Context: an optimization exercise on an open-source flow, tuned for small area, a short achievable clock period and few clock cycles. The choices shown serve that exercise and are no tape-out recipe.
Only simulation tests tie the RTL to the original design; equivalence was not proved.
Power and IR drop assume default switching activity.

Design acc_core, start of the top module:
module acc_core (
    input  wire        clk,
    input  wire        rst,           
    input  wire [31:0] max_steps,     
    output wire        mem_req,
    output wire        mem_we,
    output wire [11:0] mem_addr,
    output wire [15:0] mem_wdata,
    input  wire        mem_ready,
    input  wire [15:0] mem_rdata,
    output wire        done,
    output wire        halted,
    output wire [2:0]  fault_kind,
    output wire [15:0] fault_ea,
    output wire [15:0] pc,
    output wire [15:0] acc,
    output wire [15:0] ir,
    output wire [3:0]  flags,         
    output wire [31:0] step_count,
    input  wire [3:0]  dbg_sel,
    output wire [15:0] dbg_reg
);
Size in the first run: roughly 1600 cells after synthesis, about 360 flip-flops, ~210 I/O pins.
clock: 8.0 ns
lec_check: 0
cap_margin: 20
core_margin: 2
core_utilization: 40
cts_cluster_diameter: 120
cts_cluster_size: 20
place_density: 0.6
setup_slack_margin: 3.25
slew_margin: 20
tns_end_percent: 10
standard.sh (not shown) runs the stock make flow with config.mk's settings and CLKGATE_MAP_FILE= SYNTH_SCRIPT=/design/flow/synth_recipe.tcl, a recipe that flattens the netlist after the stock synthesis.
==> flow/flow/run.sh <==
#!/bin/bash
# The standard layout (standard.sh) with two changes:
#  - synthesis maps the logic with abc's own default (area-oriented) script
#    instead of ORFS's speed script; everything else in the synthesis is
#    synth_recipe.tcl unchanged, so the registers are the standard ones
#  - the port buffers are the smallest plain buffer rather than the delay
#    buffer buffer_ports picks on its own; timing repair resizes them where a
#    path needs it
# make's output goes to standard.log; each ORFS step keeps its own log under
# orfs/logs.
set -o pipefail
cat flow/abc_override.tcl synth_recipe.tcl > my_synth.tcl
sed "s#SYNTH_SCRIPT=[^ ]*#SYNTH_SCRIPT=$PWD/my_synth.tcl#" standard.sh > my_standard.sh
grep -q "SYNTH_SCRIPT=$PWD/my_synth.tcl" my_standard.sh || { echo "could not point standard.sh at my_synth.tcl"; exit 1; }
export BUFFER_PORTS_ARGS="-buffer_cell sky130_fd_sc_hd__buf_1"
bash my_standard.sh > standard.log 2>&1
==> flow/flow/abc_override.tcl <==
# abc with its own default (area-oriented) mapping script instead of the
# script, delay target and constraints ORFS hands it; liberty and dont_use
# arguments are kept
proc abc {args} {
  set kept {}
  for {set i 0} {$i < [llength $args]} {incr i} {
    set a [lindex $args $i]
    if {$a in {-script -D -constr}} { incr i; continue }
    lappend kept $a
  }
  yosys abc {*}$kept
}
Testbench counts at the start, summed over its fixed seeds: cycles 80,223.
Then changed:
==> flow/flow/run.sh (replaced) <==
#!/bin/bash
# The standard layout (standard.sh), with the port buffers made of the
# smallest plain buffer instead of the delay buffer buffer_ports picks on
# its own; timing repair still resizes them where a path needs it.
set -o pipefail
export BUFFER_PORTS_ARGS="-buffer_cell sky130_fd_sc_hd__buf_1"
bash standard.sh > standard.log 2>&1
SETUP_SLACK_MARGIN = 3.5   (was 3.25)
removed: flow/flow/abc_override.tcl
Effect: Core utilization drops by 0.41 points; via count came out higher by roughly a tenth; hold slack is better by 0.022 ns; worst setup slack is better by 0.058 ns; fmax came out higher slightly; global-route usage is higher by 1.1 points; design area climbs by roughly a tenth; sequential power stays flat; wire length goes up by roughly a tenth; cell count went up by roughly a tenth; die area came out higher by roughly a tenth.
Then changed:
==> flow/flow/run.sh (replaced) <==
#!/bin/bash
# The standard layout (standard.sh) with two changes:
#  - synthesis maps the logic with abc's own default (area-oriented) script
#    instead of ORFS's speed script; everything else in the synthesis is
#    synth_recipe.tcl unchanged, so the registers are the standard ones
#  - the port buffers are the smallest plain buffer rather than the delay
#    buffer buffer_ports picks on its own; timing repair resizes them where a
#    path needs it
# make's output goes to standard.log; each ORFS step keeps its own log under
# orfs/logs.
set -o pipefail
cat flow/abc_override.tcl synth_recipe.tcl > my_synth.tcl
sed "s#SYNTH_SCRIPT=[^ ]*#SYNTH_SCRIPT=$PWD/my_synth.tcl#" standard.sh > my_standard.sh
grep -q "SYNTH_SCRIPT=$PWD/my_synth.tcl" my_standard.sh || { echo "could not point standard.sh at my_synth.tcl"; exit 1; }
export BUFFER_PORTS_ARGS="-buffer_cell sky130_fd_sc_hd__buf_1"
bash my_standard.sh > standard.log 2>&1
==> flow/flow/abc_override.tcl (new file) <==
# abc with its own default (area-oriented) mapping script instead of the
# script, delay target and constraints ORFS hands it; liberty and dont_use
# arguments are kept
proc abc {args} {
  set kept {}
  for {set i 0} {$i < [llength $args]} {incr i} {
    set a [lindex $args $i]
    if {$a in {-script -D -constr}} { incr i; continue }
    lappend kept $a
  }
  yosys abc {*}$kept
}
Result: Power hardly moves; routed wire length came out lower by 10%; worst setup slack got worse by 0.075 ns; maximum frequency goes down by 1.6%; combinational power rose by about 2%; via count is lower by 9.0%.

* * *

The RTL this note starts from:
==> flow/design.v <==
module acc_core (
    input  wire        clk,
    input  wire        rst,           
    input  wire [31:0] max_steps,     
    output wire        mem_req,
    output wire        mem_we,
    output wire [11:0] mem_addr,
    output wire [15:0] mem_wdata,
    input  wire        mem_ready,
    input  wire [15:0] mem_rdata,
    output wire        done,
    output wire        halted,
    output wire [2:0]  fault_kind,
    output wire [15:0] fault_ea,
    output wire [15:0] pc,
    output wire [15:0] acc,
    output wire [15:0] ir,
    output wire [3:0]  flags,         
    output wire [31:0] step_count,
    input  wire [3:0]  dbg_sel,
    output wire [15:0] dbg_reg
);
    localparam OP_HALT  = 4'd0;
    localparam OP_LOAD  = 4'd1;
    localparam OP_STORE = 4'd2;
    localparam OP_ADD   = 4'd3;
    localparam OP_SUB   = 4'd4;
    localparam OP_CMP   = 4'd5;
    localparam OP_JMP   = 4'd6;
    localparam OP_JZ    = 4'd7;
    localparam OP_JNZ   = 4'd8;
    localparam S_FETCH = 2'd0;
    localparam S_PTR   = 2'd1;
    localparam S_MEM   = 2'd2;
    reg [1:0]  state;
    reg [12:0] pc_r;        
    reg [15:0] acc_r;
    reg [15:0] ir_r;
    reg [15:0] md;
    reg        zf, sf, cf, of;
    reg        halted_r;
    reg [2:0]  fk;
    reg [31:0] sc;
    reg        done_r;
    reg        stop_r;      
    reg        first;       
    reg [15:0] regs [0:15];
    reg        pend;
    assign done       = done_r;
    assign halted     = halted_r;
    assign fault_kind = fk;
    assign fault_ea   = (fk == 3'd5) ? md : 16'd0;
    assign pc         = {3'd0, pc_r};
    assign acc        = acc_r;
    assign ir         = ir_r;
    assign flags      = {zf, sf, cf, of};
    assign step_count = sc;
    wire [15:0] rval = regs[mem_rdata[3:0]];
    assign dbg_reg = regs[dbg_sel];
    wire [3:0] ir_op = ir_r[15:12];
    wire p_load = (ir_op == OP_LOAD);
    wire p_sub  = (ir_op == OP_SUB) || (ir_op == OP_CMP);
    wire p_wr   = (ir_op != OP_CMP);
    wire [15:0] a_in = p_load ? 16'd0 : acc_r;
    wire [15:0] b_in = p_sub ? ~md : md;
    wire [16:0] r    = {1'b0, a_in} + {1'b0, b_in} + {16'd0, p_sub};
    wire [15:0] zt   = (a_in ^ b_in) ^ {(a_in[14:0] | b_in[14:0]), p_sub};
    wire r_zero = (zt == 16'd0);
    wire r_cf   = p_sub ? !r[16] : r[16];
    wire r_of   = p_sub ? (!r[16] ^ r[15]) : (r[16] | r[15]);
    wire        zf_now  = pend ? r_zero : zf;
    wire [15:0] acc_now = (pend && p_wr) ? r[15:0] : acc_r;
    wire [31:0] sc_inc = sc + 32'd1;
    wire eq1 = (sc_inc == max_steps);
    wire mz  = (max_steps == 32'd0);           
    wire run = !done_r && !stop_r && !(first && mz);
    wire pc_oob = pc_r[12];
    assign mem_req   = !done_r && !stop_r && (state != S_FETCH || !pc_oob);
    assign mem_we    = !done_r && !stop_r && (state == S_MEM) && (ir_op == OP_STORE);
    assign mem_addr  = (state == S_FETCH) ? pc_r[11:0] : md[11:0];
    assign mem_wdata = acc_r;
    wire [3:0]  f_op = mem_rdata[15:12];
    wire [11:0] f_o  = mem_rdata[11:0];
    wire f_direct   = (f_o[11:8] == 4'd0);
    wire f_indirect = (f_o[11:8] == 4'd1);
    wire f_imm      = (f_o[11:9] == 3'd1);
    wire f_reg      = (f_o[11:4] == 8'h40);
    wire f_regind   = (f_o[11:4] == 8'h41);
    wire f_resv     = !(f_direct || f_indirect || f_imm || f_reg || f_regind);
    wire f_jump     = (f_op == OP_JMP) || (f_op == OP_JZ) || (f_op == OP_JNZ);
    wire f_illop    = (f_op > OP_JNZ);
    wire f_badmode  = ((f_op == OP_STORE) && f_imm) || (f_jump && !f_direct);
    wire f_taken    = (f_op == OP_JMP) || ((f_op == OP_JZ) && zf_now) || ((f_op == OP_JNZ) && !zf_now);
    wire f_rval_oob = (rval[15:12] != 4'd0);
    wire in_fetch = (state == S_FETCH);
    wire [3:0] x_op = in_fetch ? f_op : ir_op;
    wire x_alu = (x_op == OP_LOAD) || (x_op == OP_ADD) || (x_op == OP_SUB) || (x_op == OP_CMP);
    integer i;
    always @(posedge clk) begin
        if (rst) begin
            state    <= S_FETCH;
            pc_r     <= 13'd0;
            acc_r    <= 16'd0;
            ir_r     <= 16'd0;
            zf       <= 1'b0;
            sf       <= 1'b0;
            cf       <= 1'b0;
            of       <= 1'b0;
            md       <= 16'd0;
            halted_r <= 1'b0;
            fk       <= 3'd0;
            sc       <= 32'd0;
            done_r   <= 1'b0;
            stop_r   <= 1'b0;
            first    <= 1'b1;
            pend     <= 1'b0;
        end else begin
            if (!(first && mz && !mem_ready))
                first <= 1'b0;
            if (pend) begin
                if (p_wr)
                    acc_r <= r[15:0];
                zf <= r_zero;
                sf <= r[15];
                cf <= r_cf;
                of <= r_of;
            end
            pend <= 1'b0;
            if ((first && mz && mem_ready) || stop_r)
                done_r <= 1'b1;
            if (run) begin
                case (state)
                S_FETCH: begin
                    if (pc_oob) begin
                        halted_r <= 1'b1;
                        fk       <= 3'd1;
                        done_r   <= 1'b1;
                    end else if (mem_ready) begin
                        ir_r <= mem_rdata;
                        if (f_illop) begin
                            halted_r <= 1'b1;
                            fk       <= 3'd2;
                            done_r   <= 1'b1;
                        end else if (f_resv) begin
                            halted_r <= 1'b1;
                            fk       <= 3'd3;
                            done_r   <= 1'b1;
                        end else if (f_badmode) begin
                            halted_r <= 1'b1;
                            fk       <= 3'd4;
                            done_r   <= 1'b1;
                        end else if (f_op == OP_HALT) begin
                            halted_r <= 1'b1;
                            sc       <= sc_inc;
                            done_r   <= 1'b1;
                        end else if (f_jump) begin
                            pc_r   <= f_taken ? {5'd0, f_o[7:0]} : pc_r + 13'd1;
                            sc     <= sc_inc;
                            done_r <= eq1;
                        end else if (f_direct || f_indirect) begin
                            md    <= {8'd0, f_o[7:0]};
                            state <= f_direct ? S_MEM : S_PTR;
                        end else if (f_regind) begin
                            md <= rval;
                            if (f_rval_oob) begin
                                halted_r <= 1'b1;
                                fk       <= 3'd5;
                                done_r   <= 1'b1;
                            end else begin
                                state <= S_MEM;
                            end
                        end else begin
                            if (x_alu) begin
                                md     <= f_reg ? rval : {7'd0, f_o[8:0]};
                                pend   <= 1'b1;
                                stop_r <= eq1;
                            end else begin
                                done_r <= eq1;
                            end
                            pc_r <= pc_r + 13'd1;
                            sc   <= sc_inc;
                        end
                    end
                end
                S_PTR: begin
                    if (mem_ready) begin
                        md <= mem_rdata;
                        if (mem_rdata[15:12] != 4'd0) begin
                            halted_r <= 1'b1;
                            fk       <= 3'd5;
                            done_r   <= 1'b1;
                            state    <= S_FETCH;
                        end else begin
                            state <= S_MEM;
                        end
                    end
                end
                default: begin  
                    if (mem_ready) begin
                        if (x_alu) begin
                            md     <= mem_rdata;
                            pend   <= 1'b1;
                            stop_r <= eq1;
                        end else begin
                            done_r <= eq1;
                        end
                        pc_r  <= pc_r + 13'd1;
                        sc    <= sc_inc;
                        state <= S_FETCH;
                    end
                end
                endcase
            end
        end
    end
    wire        rf_we   = run && in_fetch && !pc_oob && mem_ready &&
                          (mem_rdata[15:4] == {OP_STORE, 8'h40});
    wire [15:0] rf_data = rst ? 16'd0 : acc_now;
    always @(posedge clk) begin
        for (i = 0; i < 16; i = i + 1)
            if (rst || (rf_we && mem_rdata[3:0] == i))
                regs[i] <= rf_data;
    end
endmodule
==> flow/config.mk <==
export PLATFORM = sky130hd
export DESIGN_NAME = acc_core
export DESIGN_NICKNAME = acc_core
export VERILOG_FILES = /design/flow/design.v
export SDC_FILE = /design/flow/constraint.sdc
export NUM_CORES = 4
export LEC_CHECK = 0
export CAP_MARGIN = 10
export CORE_MARGIN = 2
export CORE_UTILIZATION = 40
export CTS_CLUSTER_DIAMETER = 120
export CTS_CLUSTER_SIZE = 25
export PLACE_DENSITY = 0.6
export SETUP_SLACK_MARGIN = 3.25
export SLEW_MARGIN = 10
export TNS_END_PERCENT = 10
==> flow/constraint.sdc <==
create_clock -name core_clock -period 8.0 [get_ports {clk}]
set_input_delay 1.6000 -clock core_clock [delete_from_list [all_inputs] [get_ports {clk}]]
set_output_delay 1.6000 -clock core_clock [all_outputs]
set_load 0.01 [all_outputs]
==> flow/flow/run.sh <==
#!/bin/bash
# The standard layout (standard.sh) with two changes:
#  - synthesis maps the logic with abc's own default (area-oriented) script
#    instead of ORFS's speed script; everything else in the synthesis is
#    synth_recipe.tcl unchanged, so the registers are the standard ones
#  - the port buffers are the smallest plain buffer rather than the delay
#    buffer buffer_ports picks on its own; timing repair resizes them where a
#    path needs it
# make's output goes to standard.log; each ORFS step keeps its own log under
# orfs/logs.
set -o pipefail
cat flow/abc_override.tcl synth_recipe.tcl > my_synth.tcl
sed "s#SYNTH_SCRIPT=[^ ]*#SYNTH_SCRIPT=$PWD/my_synth.tcl#" standard.sh > my_standard.sh
grep -q "SYNTH_SCRIPT=$PWD/my_synth.tcl" my_standard.sh || { echo "could not point standard.sh at my_synth.tcl"; exit 1; }
export BUFFER_PORTS_ARGS="-buffer_cell sky130_fd_sc_hd__buf_1"
bash my_standard.sh > standard.log 2>&1
==> flow/flow/abc_override.tcl <==
# abc with its own default (area-oriented) mapping script instead of the
# script, delay target and constraints ORFS hands it; liberty and dont_use
# arguments are kept
proc abc {args} {
  set kept {}
  for {set i 0} {$i < [llength $args]} {incr i} {
    set a [lindex $args $i]
    if {$a in {-script -D -constr}} { incr i; continue }
    lappend kept $a
  }
  yosys abc {*}$kept
}
The first run produced a clean layout.
Testbench counts at the start, summed over its fixed seeds: cycles 80,223.
Next try:
- CAP_MARGIN: 10 -> 20
- CTS_CLUSTER_DIAMETER: 120 -> not set
- CTS_CLUSTER_SIZE: 25 -> not set
- SETUP_SLACK_MARGIN: 3.25 -> 3.5
- SLEW_MARGIN: 10 -> 20
Clock skew rises by 0.015 ns. Cell count rises by 3.6%. Worst setup slack improved by 0.12 ns. Sequential cell count does not change. Die area is unchanged.
Next try:
- CTS_CLUSTER_DIAMETER: not set -> 120
- CTS_CLUSTER_SIZE: not set -> 20
- SETUP_SLACK_MARGIN: 3.5 -> 3.35
Result: Fmax falls by 2.4%; routed wire length falls by 3.4%; count of clock-buffer cells in the layout falls by 16.
Next try:
- CTS_CLUSTER_SIZE: 20 -> 25
- SETUP_SLACK_MARGIN: 3.35 -> 3.25
Result: Synthesized area is unchanged. Final cell count decreases by about 0.7%. Synthesized cell count is unchanged. Wire length hardly moves. Worst hold slack improves by 0.012 ns. Power decreases by about 3.2%. Via count decreases by 0.62%. Combinational power decreases by about 0.9%.
Next try:
- CORE_UTILIZATION: 40 -> 50
- PLACE_DENSITY: 0.6 -> 0.7
The new run went through all stages and came out clean.
Via count shrinks by about 0.9%.
Final area falls by 2.0%.
Final cell count is lower by 6.0%.
Clock power hardly moves.
Global-route usage grows by 5.5 points.

[static timing again, ports no longer ideal]
The flow's constraints put no driver on any port. The routed layouts listed below were extracted and timed again, unchanged, in two steps.
Step 1 (the two cells are an assumption about what drives the block):
set clk [get_ports {clk}]
set_driving_cell -lib_cell sky130_fd_sc_hd__clkbuf_16 $clk
set_driving_cell -lib_cell sky130_fd_sc_hd__buf_2 [delete_from_list [all_inputs] $clk]
Step 2 adds t to the input delays and takes it off the output delays; t is the mean of the earliest and latest rising clock arrival at the registers after step 1. Input paths then give back, and output paths get back, about the clock's delay inside the block.
Three values: ideal, step 1, step 2; two values: the first two.
run	shift t [ns]	setup WS [ns]	worst register clock-pin slew, ns	worst data-port slew with drivers (ns)	pins driven straight from the clock port
the first run of note 1	0.615	3.202 / 3.158 / 2.699	0.09 / 0.09	0.07	1
the second run of note 1	0.631	3.260 / 3.255 / 2.667	0.10 / 0.10	0.07	1
the third run of note 1	0.609	3.185 / 3.128 / 2.879	0.10 / 0.10	0.07	1
the first run of note 2	0.595	3.101 / 3.130 / 2.535	0.11 / 0.11	0.06	1
the second run of note 2	0.631	3.222 / 3.157 / 2.867	0.07 / 0.07	0.07	1
the third run of note 2	0.627	3.107 / 3.065 / 2.821	0.09 / 0.09	0.11	1
the fourth run of note 2	0.605	3.180 / 3.148 / 2.734	0.11 / 0.11	0.07	1
the fifth run of note 2	0.589	3.052 / 3.020 / 2.528	0.11 / 0.11	0.06	1
After both steps every run listed still meets setup and hold. The setup slack of the second run of note 1, which loses most, moves by -0.005 ns with the drivers and by -0.593 ns with both steps.
